Context: an optimization exercise on an open-source flow, tuned for a short achievable clock period and few clock cycles. The choices shown serve that exercise and are no tape-out recipe.
Only simulation tests tie the RTL to the original design; equivalence was not proved.

<file path="flow/config.mk">
export PLATFORM = sky130hd
export DESIGN_NAME = gfe
export DESIGN_NICKNAME = gfe
export VERILOG_FILES = /design/flow/design.v
export SDC_FILE = /design/flow/constraint.sdc
export NUM_CORES = 4
export LEC_CHECK = 0
export ABC_CLOCK_PERIOD_IN_PS = 2500
export CAP_MARGIN = 20
export CORE_MARGIN = 2
export CORE_UTILIZATION = 40
export CTS_CLUSTER_DIAMETER = 140
export CTS_CLUSTER_SIZE = 24
export PLACE_DENSITY = 0.7
export SLEW_MARGIN = 20
</file>
<file path="flow/constraint.sdc">
create_clock -name core_clock -period 8.0 [get_ports {clk}]
set_input_delay 1.6000 -clock core_clock [delete_from_list [all_inputs] [get_ports {clk}]]
set_output_delay 1.6000 -clock core_clock [all_outputs]
set_load 0.01 [all_outputs]
</file>
<file path="flow/design.v">
module gfe #(
    parameter RXMAX = 128
) (
    input  wire        clk,
    input  wire        rst,
    input  wire        cmd_valid,
    output wire        cmd_ready,
    input  wire [23:0] cmd_word,
    output wire        rsp_valid,
    input  wire        rsp_ready,
    output wire [3:0]  rsp_rc,
    output wire [15:0] rsp_val,
    output wire [2:0]  rsp_nout,
    output wire [39:0] rsp_out
);
    localparam RXDMAX = RXMAX - 6;
    localparam LW     = $clog2(RXMAX + 1);   
    localparam IW     = $clog2(RXMAX);       
    localparam QN     = 5;                   
    localparam [3:0] RC_OK = 4'd0, RC_ILLEGAL = 4'd1, RC_SEQ = 4'd2,
                     RC_RANGE = 4'd3, RC_OVF = 4'd4, RC_TRAIL = 4'd5;
    localparam [7:0] OP_NOP     = 8'h00, OP_GET     = 8'h01,
                     OP_CRC_CLR = 8'h10, OP_CRC_PUT = 8'h11,
                     OP_ESC_PUT = 8'h20, OP_UNE_CLR = 8'h21,
                     OP_UNE_PUT = 8'h22, OP_UNE_END = 8'h23,
                     OP_TX_START = 8'h30, OP_TX_PUT = 8'h31,
                     OP_TX_END  = 8'h32, OP_TX_CLR  = 8'h33,
                     OP_RX_CLR  = 8'h40, OP_RX_PUT  = 8'h41,
                     OP_RX_END  = 8'h42, OP_RX_LD   = 8'h43;
    localparam [2:0] ST_FILL = 3'd0, ST_FRAME = 3'd1, ST_ACKD = 3'd2,
                     ST_EMPTY = 3'd3, ST_SHORT = 3'd4, ST_TYPE = 3'd5,
                     ST_CSUM = 3'd6, ST_OVFL = 3'd7;
    function [15:0] crc_byte;
        input [15:0] r;
        input [7:0]  d;
        integer k;
        reg   [15:0] t;
        begin
            t = r;
            for (k = 7; k >= 0; k = k - 1) begin
                if (t[15])
                    t = {t[14:0], d[k]} ^ 16'h1021;
                else
                    t = {t[14:0], d[k]};
            end
            crc_byte = t;
        end
    endfunction
    function in_escset;
        input [7:0] b;
        begin
            in_escset = (b == 8'h0D) || (b == 8'h06) || (b == 8'h1B) ||
                        (b == 8'h80) || (b == 8'h40);
        end
    endfunction
    localparam [15:0] G_FF = 16'h00FF;   
    reg rst_r;
    always @(posedge clk) rst_r <= rst;
    wire kill = rst | rst_r;
    reg        rdy_r;
    reg [2:0]  occ;           
    reg        h_v;           
    reg [62:0] h_d;
    reg [2:0]  f_n;           
    assign cmd_ready = rdy_r;
    wire accept = cmd_valid && (occ != QN);
    wire take   = (f_n != 3'd0) && rsp_ready;
    assign rsp_valid = h_v;
    assign {rsp_rc, rsp_val, rsp_nout, rsp_out} = h_d;
    wire [2:0] occ_next = occ + {2'd0, accept} - {2'd0, take};
    always @(posedge clk) begin
        if (rst) begin
            occ   <= 3'd0;
            rdy_r <= 1'b1;
        end else begin
            occ   <= occ_next;
            rdy_r <= (occ_next < QN);
        end
    end
    reg        a_v;
    reg [23:0] a_w;
    always @(posedge clk) begin
        a_v <= accept && !rst;
        a_w <= cmd_word;
    end
    wire [7:0]  a_opc = a_w[23:16];
    wire [15:0] a_arg = a_w[15:0];
    wire [7:0]  a_b   = a_arg[7:0];
    reg a_legal;
    always @(*) begin
        case (a_opc)
            OP_NOP, OP_CRC_CLR, OP_UNE_CLR, OP_UNE_END,
            OP_TX_END, OP_TX_CLR, OP_RX_CLR, OP_RX_END:
                a_legal = (a_arg == 16'd0);
            OP_CRC_PUT, OP_ESC_PUT, OP_UNE_PUT, OP_TX_PUT, OP_RX_PUT:
                a_legal = (a_arg[15:8] == 8'd0);
            OP_GET:
                a_legal = (a_arg <= 16'd10);
            OP_TX_START:
                a_legal = (a_arg[15:8] == 8'd0) &&
                          (a_b == 8'h80 || a_b == 8'h40 || a_b == 8'h06);
            OP_RX_LD:
                a_legal = 1'b1;
            default:
                a_legal = 1'b0;
        endcase
    end
    reg [7:0] rxdata [0:RXDMAX-1];
    reg        b_v;
    reg        b_ill, b_get, b_crc_clr, b_crc_put, b_esc_put, b_une_clr,
               b_une_put, b_une_end, b_tx_start, b_tx_put, b_tx_end,
               b_tx_clr, b_rx_clr, b_rx_put, b_rx_end, b_rx_ld;
    reg [7:0]  b_b;
    reg [3:0]  b_sel;         
    reg [15:0] b_g;           
    reg [15:0] b_h;           
    reg        b_esc;         
    reg        b_is1b, b_is06, b_is0d, b_typeok;
    reg        b_ld_hi;       
    reg [IW-1:0] b_ld_idx;
    reg [7:0]  b_ldg [0:7];   
    wire [15:0] a_g = crc_byte(16'd0, a_b);
    always @(posedge clk) begin
        b_v        <= a_v;
        b_ill      <= a_v && !a_legal;
        b_get      <= a_v && a_legal && (a_opc == OP_GET);
        b_crc_clr  <= a_v && a_legal && (a_opc == OP_CRC_CLR);
        b_crc_put  <= a_v && a_legal && (a_opc == OP_CRC_PUT);
        b_esc_put  <= a_v && a_legal && (a_opc == OP_ESC_PUT);
        b_une_clr  <= a_v && a_legal && (a_opc == OP_UNE_CLR);
        b_une_put  <= a_v && a_legal && (a_opc == OP_UNE_PUT);
        b_une_end  <= a_v && a_legal && (a_opc == OP_UNE_END);
        b_tx_start <= a_v && a_legal && (a_opc == OP_TX_START);
        b_tx_put   <= a_v && a_legal && (a_opc == OP_TX_PUT);
        b_tx_end   <= a_v && a_legal && (a_opc == OP_TX_END);
        b_tx_clr   <= a_v && a_legal && (a_opc == OP_TX_CLR);
        b_rx_clr   <= a_v && a_legal && (a_opc == OP_RX_CLR);
        b_rx_put   <= a_v && a_legal && (a_opc == OP_RX_PUT);
        b_rx_end   <= a_v && a_legal && (a_opc == OP_RX_END);
        b_rx_ld    <= a_v && a_legal && (a_opc == OP_RX_LD);
        b_b        <= a_b;
        b_sel      <= a_arg[3:0];
        b_g        <= a_g;
        b_h        <= crc_byte(crc_byte(a_g, 8'h00), 8'h00);
        b_esc      <= in_escset(a_b);
        b_is1b     <= (a_b == 8'h1B);
        b_is06     <= (a_b == 8'h06);
        b_is0d     <= (a_b == 8'h0D);
        b_typeok   <= (a_b == 8'h00) || (a_b == 8'h80) || (a_b == 8'h40);
        b_ld_hi    <= (a_arg[15:IW] != 0);
        b_ld_idx   <= a_arg[IW-1:0];
    end
    integer g;
    always @(posedge clk)
        for (g = 0; g < 8; g = g + 1)
            b_ldg[g] <= (g * 16 + a_arg[3:0] < RXDMAX) ?
                        rxdata[g * 16 + a_arg[3:0]] : 8'd0;
    reg [15:0]   crc;
    reg          unepend;
    reg          txph;
    reg [1:0]    txcnt;
    reg [15:0]   txcrc;
    reg [15:0]   txfin;       
    reg [LW-1:0] rxlen;
    reg          rxovf;
    reg [2:0]    rxstat;
    reg [7:0]    rxtype;
    reg [7:0]    rxaddr;
    reg [7:0]    rxcmd;
    reg [LW-1:0] rxdlen;
    reg [7:0]    raw0;        
    reg          raw0_06, raw0_typeok;
    reg [7:0]    prev;        
    reg [15:0]   prev_g;      
    reg          prev_1b, prev_0d;
    reg          pend;        
    reg [LW-1:0] mlen;        
    reg [15:0]   dcrc;        
    reg          dcrc_z;      
    reg          mlen_ge4;    
    reg [7:0]    dec_a, dec_c;
    reg [7:0]    w_row;
    reg [15:0]   w_col;
    reg [7:0]    w_data;
    wire rx_fill     = (rxstat == ST_FILL);
    wire rx_frame    = (rxstat == ST_FRAME);
    wire rx_empty    = (rxlen == 0);
    wire tx_start_ok = b_tx_start && !txph;
    wire tx_put_ok   = b_tx_put && txph;
    wire tx_end_ok   = b_tx_end && txph && txcnt[1];
    wire rx_put_ok   = b_rx_put && rx_fill && !rxlen[LW-1];
    wire rx_put_ovf  = b_rx_put && rx_fill && rxlen[LW-1];
    wire rx_end_ok   = b_rx_end && rx_fill;
    wire ld_range    = b_ld_hi || ({1'b0, b_ld_idx} >= rxdlen);
    wire ld_ok       = b_rx_ld && rx_frame && !ld_range;
    wire seq = (b_tx_start && txph) || (b_tx_put && !txph) ||
               (b_tx_end && !(txph && txcnt[1])) ||
               ((b_rx_put || b_rx_end) && !rx_fill) ||
               (b_rx_ld && !rx_frame);
    reg [3:0] e_rc;
    always @(*) begin
        if (b_ill)
            e_rc = RC_ILLEGAL;
        else if (seq)
            e_rc = RC_SEQ;
        else if (b_rx_ld && ld_range)
            e_rc = RC_RANGE;
        else if (rx_put_ovf)
            e_rc = RC_OVF;
        else if (b_une_end && unepend)
            e_rc = RC_TRAIL;
        else
            e_rc = RC_OK;
    end
    reg [2:0] dec_st;
    always @(*) begin
        if (rxovf)                   dec_st = ST_OVFL;
        else if (rx_empty)           dec_st = ST_EMPTY;
        else if (pend)               dec_st = ST_SHORT;
        else if (raw0_06)            dec_st = ST_ACKD;
        else if (!raw0_typeok)       dec_st = ST_TYPE;
        else if (!mlen_ge4)          dec_st = ST_SHORT;
        else if (!dcrc_z)            dec_st = ST_CSUM;
        else if (!prev_0d)           dec_st = ST_SHORT;
        else                         dec_st = ST_FRAME;
    end
    reg [15:0] sr_val;
    always @(*) begin
        case (b_sel)
            4'd0:    sr_val = crc;
            4'd1:    sr_val = {15'd0, unepend};
            4'd2:    sr_val = {13'd0, txcnt, txph};
            4'd3:    sr_val = txcrc;
            4'd4:    sr_val = {{(16-LW){1'b0}}, rxlen};
            4'd5:    sr_val = {15'd0, rxovf};
            4'd6:    sr_val = {13'd0, rxstat};
            4'd7:    sr_val = {8'd0, rxtype};
            4'd8:    sr_val = {8'd0, rxaddr};
            4'd9:    sr_val = {8'd0, rxcmd};
            default: sr_val = {{(16-LW){1'b0}}, rxdlen};
        endcase
    end
    reg [15:0] e_val;
    always @(*) begin
        if (b_get)
            e_val = sr_val;
        else if (rx_end_ok)
            e_val = {13'd0, dec_st};
        else if (ld_ok)
            e_val = {8'd0, b_ldg[b_ld_idx[IW-1:4]]};
        else
            e_val = 16'd0;
    end
    wire [7:0] fin_hi = txfin[15:8];
    wire [7:0] fin_lo = txfin[7:0];
    wire       fe_hi  = in_escset(fin_hi);
    wire       fe_lo  = in_escset(fin_lo);
    wire [7:0] lo_b0  = fe_lo ? 8'h1B : fin_lo;
    wire [7:0] lo_b1  = fe_lo ? ~fin_lo : 8'h0D;
    wire [39:0] txend_out = fe_hi ? {8'h0D, lo_b1, lo_b0, ~fin_hi, 8'h1B}
                                  : {8'h0D, 8'h0D, lo_b1, lo_b0, fin_hi};
    reg [2:0]  e_nout;
    reg [39:0] e_out;
    always @(*) begin
        e_nout = 3'd0;
        e_out  = {b_b, 24'd0, b_b};
        if (b_esc_put || tx_put_ok) begin
            e_nout = b_esc ? 3'd2 : 3'd1;
            e_out  = b_esc ? {b_b, 16'd0, ~b_b, 8'h1B} : {b_b, 24'd0, b_b};
        end else if (b_une_put) begin
            e_nout = (unepend || !b_is1b) ? 3'd1 : 3'd0;
            e_out  = {b_b, 24'd0, unepend ? ~b_b : b_b};
        end else if (tx_start_ok) begin
            e_nout = 3'd1;
        end else if (tx_end_ok) begin
            e_nout = 3'd3 + {2'd0, fe_hi} + {2'd0, fe_lo};
            e_out  = txend_out;
        end
    end
    wire         int_go   = rx_put_ok && (rxlen[LW-1:1] != 0);
    wire         int_emit = int_go && (pend || !prev_1b);
    wire [7:0]   int_byte = pend ? ~prev : prev;
    wire [15:0]  dcrc_next = crc_byte(dcrc, 8'h00) ^ prev_g ^ (pend ? G_FF : 16'd0);
    integer gw;
    wire [IW-1:0] w_idx = mlen[IW-1:0] - 2'd2;
    wire          w_go  = int_emit && (mlen >= 2) && (mlen < RXDMAX + 2);
    reg        e_v;
    reg [62:0] e_d;
    always @(posedge clk) begin
        e_v <= b_v && !kill;
        e_d <= {e_rc, e_val, e_nout, e_out};
    end
    always @(posedge clk) begin
        if (rst_r) begin
            crc     <= 16'd0;
            unepend <= 1'b0;
            txph    <= 1'b0;
            txcnt   <= 2'd0;
            txcrc   <= 16'd0;
            txfin   <= 16'd0;
            rxlen   <= {LW{1'b0}};
            rxovf   <= 1'b0;
            rxstat  <= ST_FILL;
            rxtype  <= 8'd0;
            rxaddr  <= 8'd0;
            rxcmd   <= 8'd0;
            rxdlen  <= {LW{1'b0}};
            pend    <= 1'b0;
            mlen    <= {LW{1'b0}};
            dcrc    <= 16'd0;
            dcrc_z  <= 1'b1;
            mlen_ge4 <= 1'b0;
        end else begin
            if (b_crc_clr)
                crc <= 16'd0;
            else if (b_crc_put)
                crc <= crc_byte(crc, 8'h00) ^ b_g;
            if (b_une_clr || b_une_end)
                unepend <= 1'b0;
            else if (b_une_put)
                unepend <= !unepend && b_is1b;
            if (b_tx_clr) begin
                txph  <= 1'b0;
                txcnt <= 2'd0;
                txcrc <= 16'd0;
                txfin <= 16'd0;
            end else if (tx_start_ok) begin
                txph  <= !b_is06;
                txcnt <= 2'd0;
                txcrc <= 16'd0;
                txfin <= 16'd0;
            end else if (tx_put_ok) begin
                if (!txcnt[1])
                    txcnt <= txcnt + 2'd1;
                txcrc <= crc_byte(txcrc, 8'h00) ^ b_g;
                txfin <= crc_byte(txfin, 8'h00) ^ b_h;
            end else if (tx_end_ok) begin
                txph  <= 1'b0;
                txcnt <= 2'd0;
                txcrc <= txfin;
                txfin <= crc_byte(crc_byte(txfin, 8'h00), 8'h00);
            end
            if (b_rx_clr) begin
                rxlen  <= {LW{1'b0}};
                rxovf  <= 1'b0;
                rxstat <= ST_FILL;
                rxtype <= 8'd0;
                rxaddr <= 8'd0;
                rxcmd  <= 8'd0;
                rxdlen <= {LW{1'b0}};
                pend   <= 1'b0;
                mlen   <= {LW{1'b0}};
                dcrc   <= 16'd0;
                dcrc_z <= 1'b1;
                mlen_ge4 <= 1'b0;
            end else if (rx_put_ovf) begin
                rxovf <= 1'b1;
            end else if (rx_put_ok) begin
                rxlen <= rxlen + 1'b1;
                if (int_go) begin
                    if (pend)
                        pend <= 1'b0;
                    else if (prev_1b)
                        pend <= 1'b1;
                end
                if (int_emit) begin
                    dcrc <= dcrc_next;
                    dcrc_z <= (dcrc_next == 16'd0);
                    mlen <= mlen + 1'b1;
                    if (mlen == 3)
                        mlen_ge4 <= 1'b1;
                end
            end else if (rx_end_ok) begin
                rxstat <= dec_st;
                rxtype <= rx_empty ? 8'd0 : raw0;
                if (!rxovf && !rx_empty && !pend && !raw0_06 && raw0_typeok &&
                    mlen_ge4 && dcrc_z && prev_0d) begin
                    rxaddr <= dec_a;
                    rxcmd  <= dec_c;
                    rxdlen <= mlen - 3'd4;
                end
            end
        end
    end
    always @(posedge clk) begin
        if (rx_put_ok) begin
            if (rx_empty) begin
                raw0        <= b_b;
                raw0_06     <= b_is06;
                raw0_typeok <= b_typeok;
            end
            prev    <= b_b;
            prev_g  <= b_g;
            prev_1b <= b_is1b;
            prev_0d <= b_is0d;
        end
        if (int_emit) begin
            if (mlen == 0) dec_a <= int_byte;
            if (mlen == 1) dec_c <= int_byte;
        end
        w_row  <= w_go ? (8'd1 << w_idx[IW-1:4]) : 8'd0;
        w_col  <= 16'd1 << w_idx[3:0];
        w_data <= int_byte;
        for (gw = 0; gw < RXDMAX; gw = gw + 1)
            if (w_row[gw / 16] && w_col[gw % 16])
                rxdata[gw] <= w_data;
    end
    reg [62:0]   f_d [0:QN-1];
    reg [QN-1:0] f_wp, f_rp;      
    wire [QN-1:0] f_rp1 = {f_rp[QN-2:0], f_rp[QN-1]};
    reg  [62:0]   f_old, f_old1;
    integer i;
    always @(*) begin
        f_old  = 63'd0;
        f_old1 = 63'd0;
        for (i = 0; i < QN; i = i + 1) begin
            f_old  = f_old  | ({63{f_rp[i]}}  & f_d[i]);
            f_old1 = f_old1 | ({63{f_rp1[i]}} & f_d[i]);
        end
    end
    wire [62:0] h_take = (f_n == 3'd1) ? e_d : f_old1;
    wire [62:0] h_keep = (f_n == 3'd0) ? e_d : f_old;
    always @(posedge clk) begin
        h_d <= take ? h_take : h_keep;
        for (i = 0; i < QN; i = i + 1)
            if (e_v && f_wp[i])
                f_d[i] <= e_d;
    end
    always @(posedge clk) begin
        if (rst) begin
            h_v  <= 1'b0;
            f_n  <= 3'd0;
            f_wp <= {{(QN-1){1'b0}}, 1'b1};
            f_rp <= {{(QN-1){1'b0}}, 1'b1};
        end else begin
            h_v  <= (f_n + {2'd0, e_v} - {2'd0, take}) != 3'd0;
            f_n  <= f_n + {2'd0, e_v} - {2'd0, take};
            if (e_v)
                f_wp <= {f_wp[QN-2:0], f_wp[QN-1]};
            if (take)
                f_rp <= f_rp1;
        end
    end
endmodule
</file>
<file path="flow/flow/run.sh">
#!/bin/bash
set -euo pipefail
bash standard.sh SETUP_SLACK_MARGIN=5.5 place > standard_place.log 2>&1
RES=orfs/results/sky130hd/gfe/base openroad -no_init -exit flow/pull_outputs.tcl > pull_outputs.log 2>&1
bash standard.sh SETUP_SLACK_MARGIN=5.5 finish > standard_flow.log 2>&1
</file>
<file path="flow/flow/pull_outputs.tcl">
# Move each register that drives an output port's buffer alone next to that
# buffer, then legalize. The netlist is not changed.
read_db $::env(RES)/3_place.odb
set block [ord::get_db_block]
set moved 0
foreach bterm [$block getBTerms] {
  if {[$bterm getIoType] != "OUTPUT"} { continue }
  set net [$bterm getNet]
  if {$net == "NULL"} { continue }
  set buf ""
  foreach it [$net getITerms] { if {[$it isOutputSignal]} { set buf [$it getInst] } }
  if {$buf == ""} { continue }
  set innet ""
  foreach it [$buf getITerms] { if {[$it isInputSignal]} { set innet [$it getNet] } }
  if {$innet == "" || $innet == "NULL"} { continue }
  if {[llength [$innet getITerms]] != 2} { continue }
  set ff ""
  foreach it [$innet getITerms] { if {[$it isOutputSignal]} { set ff [$it getInst] } }
  if {$ff == ""} { continue }
  if {![string match "*dfxtp*" [[$ff getMaster] getName]]} { continue }
  set loc [$buf getLocation]
  $ff setLocation [lindex $loc 0] [lindex $loc 1]
  incr moved
}
puts "moved $moved registers"
detailed_placement
check_placement
write_db $::env(RES)/3_place.odb
</file>
<file path="flow/standard.sh">
#!/bin/bash
# synth_recipe.tcl (not shown) runs the flow's synth.tcl, then flattens the netlist and writes it again
# the make line also repeats each setting of config.mk as NAME=value (left out here)
make -C /OpenROAD-flow-scripts/flow DESIGN_CONFIG=/design/flow/config.mk WORK_HOME=/design/flow/orfs CLKGATE_MAP_FILE= SYNTH_SCRIPT=/design/flow/synth_recipe.tcl "${@:-finish}"
</file>
==> flow_summary.json <==
{
  "avgSynthCellArea_um2": 14.44,
  "synth_warnings": 4,
  "num_io_pins": 93,
  "syn_area_um2": 66870,
  "core.rowCount": 150,
  "fp.dieW_um": 412.9,
  "synth_area_leaders": "edfxtp_1 (59%), dfxtp_1 (13%), a22oi_1 (4.2%)",
  "holdWs_ns": 0.4613,
  "cts_buffer_depth": 3,
  "worstSetupStartpointType": "flop",
  "core_um2": 166700,
  "cts_buffers": 84,
  "dieArea_um2": 170500,
  "synthXorXnorAreaFrac": 0.02672,
  "skew_ns": 0.04172,
  "postSynth.asyncResetShare": 0,
  "power_density_nw_per_um2": 232.2,
  "postLayoutCoreUtil": 0.4461,
  "cellLeakagePower_uw": 0.02381,
  "grt_overflow": 0,
  "r2r_slack_ns": 5.42,
  "dpl_cell_area_um2": 70380,
  "cts.sinks": 1749,
  "crit_path_start": "h_d[7]",
  "synthMuxAreaShare": 0.01396,
  "vias": 43120,
  "worst_hold_path_type": "flop to flop",
  "path_buf_inv": 1,
  "cp_top_family": "flip-flops",
  "setup_viol": 0,
  "synth_edf_count": 1322,
  "via_per_inst": 6.253,
  "synthCells": 4630,
  "slew_viol_final": 0,
  "root_buffer": "clkbuf_16",
  "grt_pass1_wl_um": 280500,
  "post-route-min-period_ns": 2.808,
  "maxSlewHeadroom": 0.2506,
  "yosysTopAreaCell": "edfxtp_1",
  "ys_seq_area_frac": 0.7215,
  "slowest_delay_ns": 0.33,
  "die_y_um": 412.9,
  "track_usage": 0.2219,
  "wl_per_cell_um": 28.42,
  "hold_path_startpoint": "b_une_clr",
  "nets": 4668,
  "port_buffers": 91,
  "crit_type": "flop to output pin",
  "peakVddDrop_mv": 0.1554,
  "drt_first_iter_violations": 7472,
  "power_uw": 17260,
  "routed_wirelength_um": 196000,
  "endpoint_kind": "output pin",
  "grt_max_degree": 99,
  "cp_data_arrival_time_ns": 1.21,
  "detailed_place_hpwl_um": 115200,
  "cap_violations": 0,
  "gp_congestion": 0.9211,
  "crit_slowest_cell": "dfxtp_1",
  "fin_area_um2": 74340,
  "synthTopCellsByCount": "edfxtp_1 (1322), dfxtp_1 (427), a22oi_1 (372), nand2_1 (265), nor2_1 (253)",
  "synth_nets": 4683,
  "rr_worst_depth": 7,
  "drive_above_1_share": 0.1321,
  "cp-endpoint": "rsp_out[7]",
  "synth_compound_area_frac": 0.1393,
  "synth_top_family_by_area": "compound AO/OA/AOI/OAI gates",
  "period_share": 0.3510,
  "synth.top_cell.area_share": 0.5937,
  "path_cells": "buf_2",
  "tightest_slew_ns": 1.123,
  "cp.depth": 1,
  "syn2layout_area_growth_pct": 11.17,
  "status": "complete, no violations",
  "synth.ff_latch_count": 1749,
  "grt_pass1_vias": 40360,
  "yosysUniqueCellTypes": 100,
  "cts_tree": "built",
  "yosys.area_share.simple": 0.07099,
  "antenna_found_initial": 11,
  "synth_ff_type": "edfxtp_1",
  "cp_data_required_time_ns": 6.40,
  "initial_utilization": 0.4012,
  "fmax_mhz": 356.1,
  "clk_pin_slew_ns": 0.11,
  "drtAntennaViolNets": 0,
  "timing.rr.end": "b_ldg[6][6]",
  "hold_viol": 0,
  "synthAdderAreaFrac": 0.004902,
  "synth_most_common_cell": "edfxtp_1",
  "r2r_start": "a_w[3]",
  "drc": 0,
  "whs_path_depth": 1,
  "path_max_fanout": 1,
  "rsz0062_at_grt": "yes",
  "dr.pass1.iters": 10,
  "clk_latency_ns": 0.76,
  "setup_tns_ns": 0,
  "cts_htree_levels": 3
}
cells by family (layout without fill, tap and decap cells):
| family | Yosys count | after routing |
|---|---|---|
| flops | 1749 | 1749 |
| compound gates | 1246 | 1246 |
| simple gates | 957 | 961 |
| buf+inv | 373 | 424 |
| xor+xnor | 200 | 200 |
| mux | 79 | 79 |
| fa+ha+maj | 25 | 25 |
| other cells | 1 | 8 |
worst min-delay path by stage:
stage	endpoint	slack, ns
after floorplan	b_g[7]	0.33
after global placement	unepend	0.44
after detailed placement	b_ld_idx[4]	0.44
after CTS	rxaddr[5]	0.46
after global routing	b_ld_idx[1]	0.48
final	unepend	0.46
cell type report:
class,count,area (um^2)
timing repair buffer,222,2357
tap,2204,2758
fill,14380,92320
sequential,1749,48430
antenna,7,17.52
clock inverter,10,172.7
inverter,46,185.2
clock buffer,146,2335
multi-input combinational,2512,18090
sequential cells by signal, summed over array words and instances, names as in the netlist, 16 cells and up:
signal	flops
w_col	16
e_d	62
h_d	62
txfin	16
crc	16
dcrc	16
rxdata	976
txcrc	16
f_d	310
a_w	24
b_ldg	64
report_power, final:
| part | internal (uW) | switching [uW] | total [uW] |
|---|---|---|---|
| logic | 949 | 1260 | 2210 |
| clock network | 2050 | 2850 | 4900 |
| registers | 9900 | 252 | 10200 |
| total | 12900 | 4370 | 17300 |
layout by cell type, fill, tap and decap left out, types with 87 or more instances in the layout:
| cell type | synthesis | routed |
|---|---|---|
| nand2_1 | 265 | 258 |
| a22oi_1 | 372 | 371 |
| dfxtp_1 | 427 | 335 |
| a21oi_1 | 209 | 169 |
| buf_4 | 5 | 89 |
| a222oi_1 | 124 | 124 |
| edfxtp_1 | 1322 | 1322 |
| xnor2_1 | 119 | 118 |
| clkbuf_16 | 0 | 87 |
| nor2_1 | 253 | 235 |
| and2_1 | 150 | 145 |
stage by stage:
step	instances	worst slack [ns]
after global routing	6889	5.149
after detailed placement	6666	4.101
final	6896	5.192
after global placement	6666	4.169
after floorplan	4630	4.890
after CTS	6871	5.135
layer usage:
metal,track usage,part of all wire
met2,0.3362,0.45
met1,0.3075,0.39
met4,0.08207,0.041
met3,0.05675,0.13
met5,0,0.00012
timing repair:
item,in CTS,in global routing
gates cloned,7,2
resized for setup,449,99
buffers inserted,42,16
endpoints found under the setup margin,270,141
endpoints found under the hold margin,0,0
hold buffers,0,0
pin swaps,18,13
Testbench counts, summed over its fixed seeds: cycles 35,470.

afterwards: timing with drivers on the ports:
No port has a modelled driver above. Below, the same layout with a new extraction and two added sets of constraints.
Step 1 sets driving cells, clkbuf_16 on the clock port and buf_2 on the other inputs (assumed; they add their load-dependent delay and slew).
Step 2 moves the port delays by t, midway between the first and last clock arrival at a register: inputs arrive t later, outputs are due t later. That takes back most of the time a late clock gives input paths.
Three values: ideal, step 1, step 2; two values: the first two.
shift t [ns]: 0.815
setup slack, ns: 5.192 / 5.119 / 4.673
worst setup path after step 2: input to register
After both steps this run still meets setup and hold. For this run, drivers alone change the setup slack by -0.073 ns; drivers and shift together by -0.519 ns.
